What follows belongs to an exercise in optimizing a design on an open flow for small area and a short achievable clock period; a production flow would make more cautious choices. For this run, only the layout was checked, not whether the RTL still works. Power and IR drop assume default switching activity.

`flow/config.mk`:
```
export PLATFORM = sky130hd
export DESIGN_NAME = cap_bounds_decoder
export DESIGN_NICKNAME = cap_bounds_decoder
export VERILOG_FILES = /design/flow/design.v
export SDC_FILE = /design/flow/constraint.sdc
export NUM_CORES = 4
export LEC_CHECK = 0
export CAP_MARGIN = 20
export CORE_MARGIN = 2
export CORE_UTILIZATION = 40
export SLEW_MARGIN = 20
```
`flow/constraint.sdc`:
```
create_clock -name core_clock -period 26.0 [get_ports {clk}]
set_input_delay 5.2000 -clock core_clock [delete_from_list [all_inputs] [get_ports {clk}]]
set_output_delay 5.2000 -clock core_clock [all_outputs]
set_load 0.01 [all_outputs]
```
`flow/design.v`:
```
module capdec_bounds (
    input  wire [2:0]   ver,
    input  wire [128:0] cap,
    output wire [5:0]   exponent,
    output wire [63:0]  base,
    output wire [64:0]  limit,
    output wire [63:0]  repb,
    output wire [64:0]  rept
);
    wire mw14    = ~ver[2] & ~ver[1];           
    wire inv     = ver[2] | (ver[1] & ver[0]);   
    wire sext    = ver[2];                       
    wire sat_en  = ver[2] & ver[0];              
    wire        ie_bit   = mw14 ? cap[90] : cap[94];
    wire        internal = ie_bit ^ inv;
    wire [15:0] bf = mw14 ? {2'b00, cap[77:64]} : cap[79:64];
    wire [13:0] tf = mw14 ? {2'b00, cap[89:78]} : cap[93:80];
    wire [5:0] e6    = {tf[2:0], bf[2:0]};
    wire [5:0] e_raw = internal ? (e6 ^ {6{inv}}) : 6'd0;
    wire [5:0] clamp = mw14 ? 6'd52 : 6'd50;
    wire [5:0] exp_c = (e_raw > clamp) ? clamp : e_raw;
    assign exponent = exp_c;
    wire [15:0] B   = internal ? {bf[15:3], 3'b000} : bf;
    wire [13:0] Tlo = internal ? {tf[13:3], 3'b000} : tf;
    wire [13:0] b_low = mw14 ? {2'b00, B[11:0]} : B[13:0];
    wire        carry = (Tlo < b_low);
    wire [1:0]  b_top = mw14 ? B[13:12] : B[15:14];
    wire [1:0]  ttop  = b_top + {1'b0, carry} + {1'b0, internal};
    wire [15:0] T     = mw14 ? {2'b00, ttop, Tlo[11:0]} : {ttop, Tlo};
    wire [63:0] a = sext ? {{8{cap[55]}}, cap[55:0]} : cap[63:0];
    wire [6:0] k  = {1'b0, exp_c} + (mw14 ? 7'd14 : 7'd16);
    wire [63:0] ash = a >> (k - 7'd3);
    wire [2:0] A3 = ash[2:0];
    wire [2:0] B3 = mw14 ? B[13:11] : B[15:13];
    wire [2:0] T3 = mw14 ? T[13:11] : T[15:13];
    wire [2:0] R3 = B3 - 3'd1;
    wire aHi = (A3 < R3);
    wire tHi = (T3 < R3);
    wire bz  = (B3 == 3'd0);
    wire apply5 = mw14 | ~k[6];
    wire b_inc = apply5 & bz & ~aHi;
    wire b_dec = apply5 & ~bz & aHi;
    wire t_inc = apply5 & tHi & ~aHi;
    wire t_dec = apply5 & ~tHi & aHi;
    wire [64:0] hi = {65{1'b1}} << k;
    wire [64:0] ax = {1'b0, a};
    wire [64:0] c, b;
    assign c[0] = 1'b1;
    assign b[0] = 1'b1;
    genvar i;
    generate
        for (i = 1; i <= 64; i = i + 1) begin : g_chain
            assign c[i] = &(ax[i-1:0] | ~hi[i-1:0]);
            assign b[i] = &(~ax[i-1:0] | ~hi[i-1:0]);
        end
    endgenerate
    wire [15:0] B16 = mw14 ? {2'b00, B[13:0]} : B;
    wire [64:0] Bsh = {49'd0, B16} << exp_c;
    wire [64:0] Tsh = {49'd0, T} << exp_c;
    wire [64:0] up_b = ax ^ ({65{b_inc}} & c) ^ ({65{b_dec}} & b);
    wire [64:0] up_t = ax ^ ({65{t_inc}} & c) ^ ({65{t_dec}} & b);
    wire [64:0] base_p  = (hi & up_b) | Bsh;
    wire [64:0] limit_p = (hi & up_t) | Tsh;
    wire cond = base_p[63] ? ~(limit_p[64] ^ limit_p[63]) : limit_p[64];
    wire flip = inv & (exp_c < 6'd49) & cond;
    wire sat = sat_en & (e_raw >= 6'd51);
    assign base  = sat ? 64'd0 : base_p[63:0];
    assign limit = sat ? {1'b1, 64'd0} : {limit_p[64] ^ flip, limit_p[63:0]};
    wire        full_win = mw14 ? (exp_c > 6'd50) : (exp_c > 6'd48);
    wire [64:0] r3sh = {62'd0, R3} << (k - 7'd3);
    wire [64:0] up_rb = ax ^ ({65{aHi}} & b);
    wire [64:0] up_rt = ax ^ ({65{~aHi}} & c);
    wire [64:0] repb_w = (hi & up_rb) | r3sh;
    wire [64:0] rept_w = {aHi ? b[64] : c[64], (hi[63:0] & up_rt[63:0]) | r3sh[63:0]};
    assign repb = full_win ? 64'd0 : repb_w[63:0];
    assign rept = full_win ? {1'b1, 64'd0} : rept_w;
endmodule
module capdec_core (
    input  wire [2:0]   ver,
    input  wire [128:0] cap,
    output wire         err,
    output wire         tag,
    output wire [17:0]  perms,
    output wire [18:0]  otype,
    output wire         ie,
    output wire [15:0]  bottom,
    output wire [13:0]  top,
    output wire [7:0]   flags,
    output wire [63:0]  value,
    output wire [63:0]  base,
    output wire [64:0]  limit,
    output wire [5:0]   exponent,
    output wire [63:0]  repb,
    output wire [64:0]  rept
);
    wire mw14 = (ver == 3'd0) || (ver == 3'd1);
    assign err    = (ver > 3'd5);
    assign tag    = cap[128];
    assign perms  = cap[127:110];
    assign flags  = cap[63:56];
    assign value  = cap[63:0];
    assign otype  = mw14 ? cap[109:91] : {4'd0, cap[109:95]};
    assign ie     = mw14 ? cap[90] : cap[94];
    assign bottom = mw14 ? {2'd0, cap[77:64]} : cap[79:64];
    assign top    = mw14 ? {2'd0, cap[89:78]} : cap[93:80];
    capdec_bounds u_bounds (
        .ver(ver), .cap(cap), .exponent(exponent), .base(base), .limit(limit),
        .repb(repb), .rept(rept));
endmodule
module cap_bounds_decoder (
    input  wire         clk,
    input  wire         rst,
    input  wire         in_valid,
    input  wire [2:0]   in_ver,
    input  wire [128:0] in_cap,
    output reg          out_valid,
    output wire         out_err,
    output wire         out_tag,
    output wire [17:0]  out_perms,
    output wire [18:0]  out_otype,
    output wire         out_ie,
    output wire [15:0]  out_bottom,
    output wire [13:0]  out_top,
    output wire [7:0]   out_flags,
    output wire [63:0]  out_value,
    output wire [63:0]  out_base,
    output wire [64:0]  out_limit,
    output wire [5:0]   out_exponent,
    output wire [63:0]  out_repb,
    output wire [64:0]  out_rept
);
    reg [2:0]   s1_ver;
    reg [128:0] s1_cap;
    always @(posedge clk) begin
        if (rst) out_valid <= 1'b0;
        else     out_valid <= in_valid;
        s1_ver <= in_ver;
        s1_cap <= in_cap;
    end
    capdec_core u_core (
        .ver(s1_ver), .cap(s1_cap),
        .err(out_err), .tag(out_tag), .perms(out_perms), .otype(out_otype), .ie(out_ie),
        .bottom(out_bottom), .top(out_top), .flags(out_flags), .value(out_value),
        .base(out_base), .limit(out_limit), .exponent(out_exponent),
        .repb(out_repb), .rept(out_rept));
endmodule
```
`flow/run.sh`:
```
#!/bin/bash
# synth_recipe.tcl (not shown) runs the flow's synth.tcl, then flattens the netlist and writes it again
# the make line also repeats each setting of config.mk as NAME=value (left out here)
make -C /OpenROAD-flow-scripts/flow DESIGN_CONFIG=/design/flow/config.mk WORK_HOME=/design/flow/orfs CLKGATE_MAP_FILE= SYNTH_SCRIPT=/design/flow/synth_recipe.tcl finish
```
==> summary.txt <==
Logic synthesis
  – Synth top area share: 0.137
  – Seq cells post-synth: 133
  – Netlist cell types: 112
  – EDFF count, synth: 0
  – Post-Syn Instances: 2842
  – Top cells by area, synth: dfxtp_1, nand2_1, xnor2_1, nor2_1, a21oi_1
  – Prevailing post-synth register cell: dfxtp_1
  – Synth top cells by count: nand2_1, nor2_1, a21oi_1
  – Synthesized area: 19500 um^2
  – Synthesized Nets: 3005
  – Sequential cell area fraction in the yosys report: 0.137
  – Syn Area/Cell: 6.84 um^2
  – Leading area contributor after synthesis: dfxtp_1
  – Yosys warnings: 1
  – Asr flop ratio synth: 0
  – Top-count cell post-synth: nand2_1

Die
  – Core Region: 47800 um^2
  – Site row count: 80
  – Io pins: 542
  – Die width: 225 um
  – Die H: 225 um
  – Initial Util: 0.407
  – Die area: 50400 um^2

Placement
  – HPWL Detailed: 102000 um
  – Count of input and output buffers: 541
  – GPL Wtd Cong: 1.09
  – Dpl ws: 8560 ps

CTS
  – Clock slew at reported path FFs: 110 ps
  – TritonCTS Buffers: 17
  – CTS tree: yes
  – Clock tree buffer depth: 2
  – Hold_buf cts: 0
  – CTS H-Tree Depth: 4
  – Post-CTS Resized: 0
  – Root Buffer: clkbuf_16
  – Clock Sinks: 133
  – Setup bufs post-CTS: 0

Cells and area
  – Share of cells above drive strength 1: 0.0775
  – Multi-input logic area: 14900 um^2
  – Register Area: 2660 um^2
  – # nets final: 3323
  – Layout fillers: 4697
  – Area Overhead vs Synth: 30.0%
  – Fin util: 0.529

Drt
  – # DRC: 0
  – TritonRoute pass-1 iters: 9
  – Via count: 26800
  – Initial DRC count: 5028
  – Post-Route WL: 132000 um
  – Antenna viol nets, final: 0
  – Wire per inst: 34.8 um
  – Vias/cell: 7.07

STA
  – Slew headroom: 0.0677
  – Final-report hold violation count: 0
  – Final period utilization: 0.709
  – Crit path time final: 18440 ps
  – RSZ-0062 raised after global routing: no
  – Max-slew violations: 0
  – Worst setup margin: 7560 ps
  – F_max: 0.0542 GHz
  – Slew @ Worst Pin: 1400 ps
  – # setup viols final: 0
  – Setup TNS: 0 ps

Global route
  – First-pass GRT wire length: 182000 um
  – Global Route Usage Sum: 0.501
  – Initial antenna violation count: 10
  – Largest net degree at the start of global routing: 55
  – Vias in the first global route: 24600
  – GRT overflow: 0

Pwr
  – Peak VDD IR: 0.0759 mV
  – Pwr/cell area: 82.8 nW/um^2
  – P_leak: 9.52 nW

Setup path
  – CP max stage delay: 1080 ps
  – CP arrival: 13240 ps
  – Sum of buffers and inverters on the critical path: 5
  – CP Launch Type: register
  – Critical path class: register to output port
  – Setup crit end: out_limit[50]
  – Critical Path Stages: 33
  – Worst Setup SP: s1_ver[1]$_DFF_P_
  – Worst-path fanout max: 34
  – Top cell by count, worst path: a211oi_1
  – Critical path endpoint category: output port
  – CP required: 20800 ps
  – Crit path max-delay cell type: nor4_4
  – Top Family by Delay on Critical Path: compound AO/OA/AOI/OAI gates

Worst hold path
  – Min-delay src: in_cap[27]
  – Hold Path Class: input port to register

Run
  – Maximum Capacitance Violations: 0

Status
  – Status: no timing/DRC/antenna violations
## worst min-delay path by stage
| stage | end | depth (start not counted) |
|---|---|---|
| after floorplan | s1_cap[0]$_DFF_P_ | 0 |
| after global placement | s1_cap[12]$_DFF_P_ | 1 |
| after detailed placement | s1_cap[12]$_DFF_P_ | 1 |
| after CTS | s1_cap[6]$_DFF_P_ | 1 |
| after global routing | s1_cap[13]$_DFF_P_ | 1 |
| final | s1_cap[27]$_DFF_P_ | 1 |
## placed cells by master (no fill, tap or decap), types with 10 or more instances in the layout
master and instances:
a211oi_1 23, a21o_1 26, a21oi_1 204, a22o_1 17
a22oi_1 63, a2bb2oi_1 13, a31oi_1 18, a32oi_1 19
and2_1 32, and3_1 21, buf_4 90, clkbuf_16 17
clkdlybuf4s50_1 541, dfxtp_1 133, ha_1 26, inv_1 54
mux2_2 10, mux2i_1 66, mux4_2 32, nand2_1 439
nand2b_1 16, nand3_1 69, nand4_1 23, nor2_1 281
nor2b_1 10, nor3_1 63, nor4_1 30, o211ai_1 22
o21ai_0 125, o21ai_1 21, o221ai_1 27, o22a_1 13
o22ai_1 104, o2bb2ai_1 12, o32ai_1 15, or2_2 13
or3_1 19, xnor2_1 171, xor2_1 77
## state kept, by name (all words and copies together), names as in the netlist
name / flops
out_valid: 1
s1_cap: 129
s1_ver: 3
## routing by layer
| layer | vias up | track usage | routed length, um |
|---|---|---|---|
| met5 | - | 0 | 66 |
| met4 | 8 | 0.332 | 11000 |
| met3 | 656 | 0.209 | 20800 |
| met2 | 2705 | 0.703 | 51900 |
| met1 | 12600 | 0.624 | 48100 |
| li1 | 10900 | - | - |
## where the power goes
part	total, mW	leakage, nW	switching (mW)	internal, mW
sequential	0.241	1.12	0.0264	0.215
clock	0.273	0.288	0.134	0.139
combinational	1.58	8.11	1.01	0.574
## per-stage QoR
stage	cell area, um^2	cells	power, mW	hold WS [ps]
4_1_cts	25200	3786	2.00	5100
6_report	25300	3795	2.10	5110
2_1_floorplan	19500	2842	1.07	5230
5_1_grt	25300	3790	2.13	5120
3_3_place_gp	24700	3754	1.72	5650
3_5_place_dp	24700	3754	1.72	5650
## layout make-up
cell class	count	share of cell area
timing repair buffer	631	0.241
multi-input combinational	2315	0.590
inverter	62	0.00925
tap	615	0.0304
clock buffer	18	0.0174
antenna	7	0.000692
sequential	133	0.105
clock inverter	14	0.00618
## kinds of logic after synthesis
group / synth area share
flip-flops: 0.137
AO/OA/AOI/OAI: 0.293
XOR/XNOR: 0.115
buffers and inverters: 0.102
adder cells (fa/ha/maj): 0.0193
AND/OR/NAND/NOR: 0.257
multiplexers: 0.0778

-- afterwards: timing with drivers on the ports --
How much do the figures lean on ideal ports? The routed layout below was timed once more, with nothing changed but the port constraints. Step 1 (the two cells are an assumption about what drives the block):
set clk [get_ports {clk}]
set_driving_cell -lib_cell sky130_fd_sc_hd__clkbuf_16 $clk
set_driving_cell -lib_cell sky130_fd_sc_hd__buf_2 [delete_from_list [all_inputs] $clk]
Step 2 moves the port delays by t, midway between the first and last clock arrival at a register: inputs arrive t later, outputs are due t later. That takes back most of the time a late clock gives input paths. a / b / c = ideal ports / drivers / drivers and shift; a / b = the first two.
t, ns: 0.569
setup WS [ns]: 7.555 / 7.493 / 8.062
worst setup path after step 2: register to output
worst register clock-pin slew, ns: 0.11 / 0.11
After both steps setup and hold are still met in this run. The setup slack of this run moves by -0.062 ns with the drivers and by +0.507 ns with both steps.
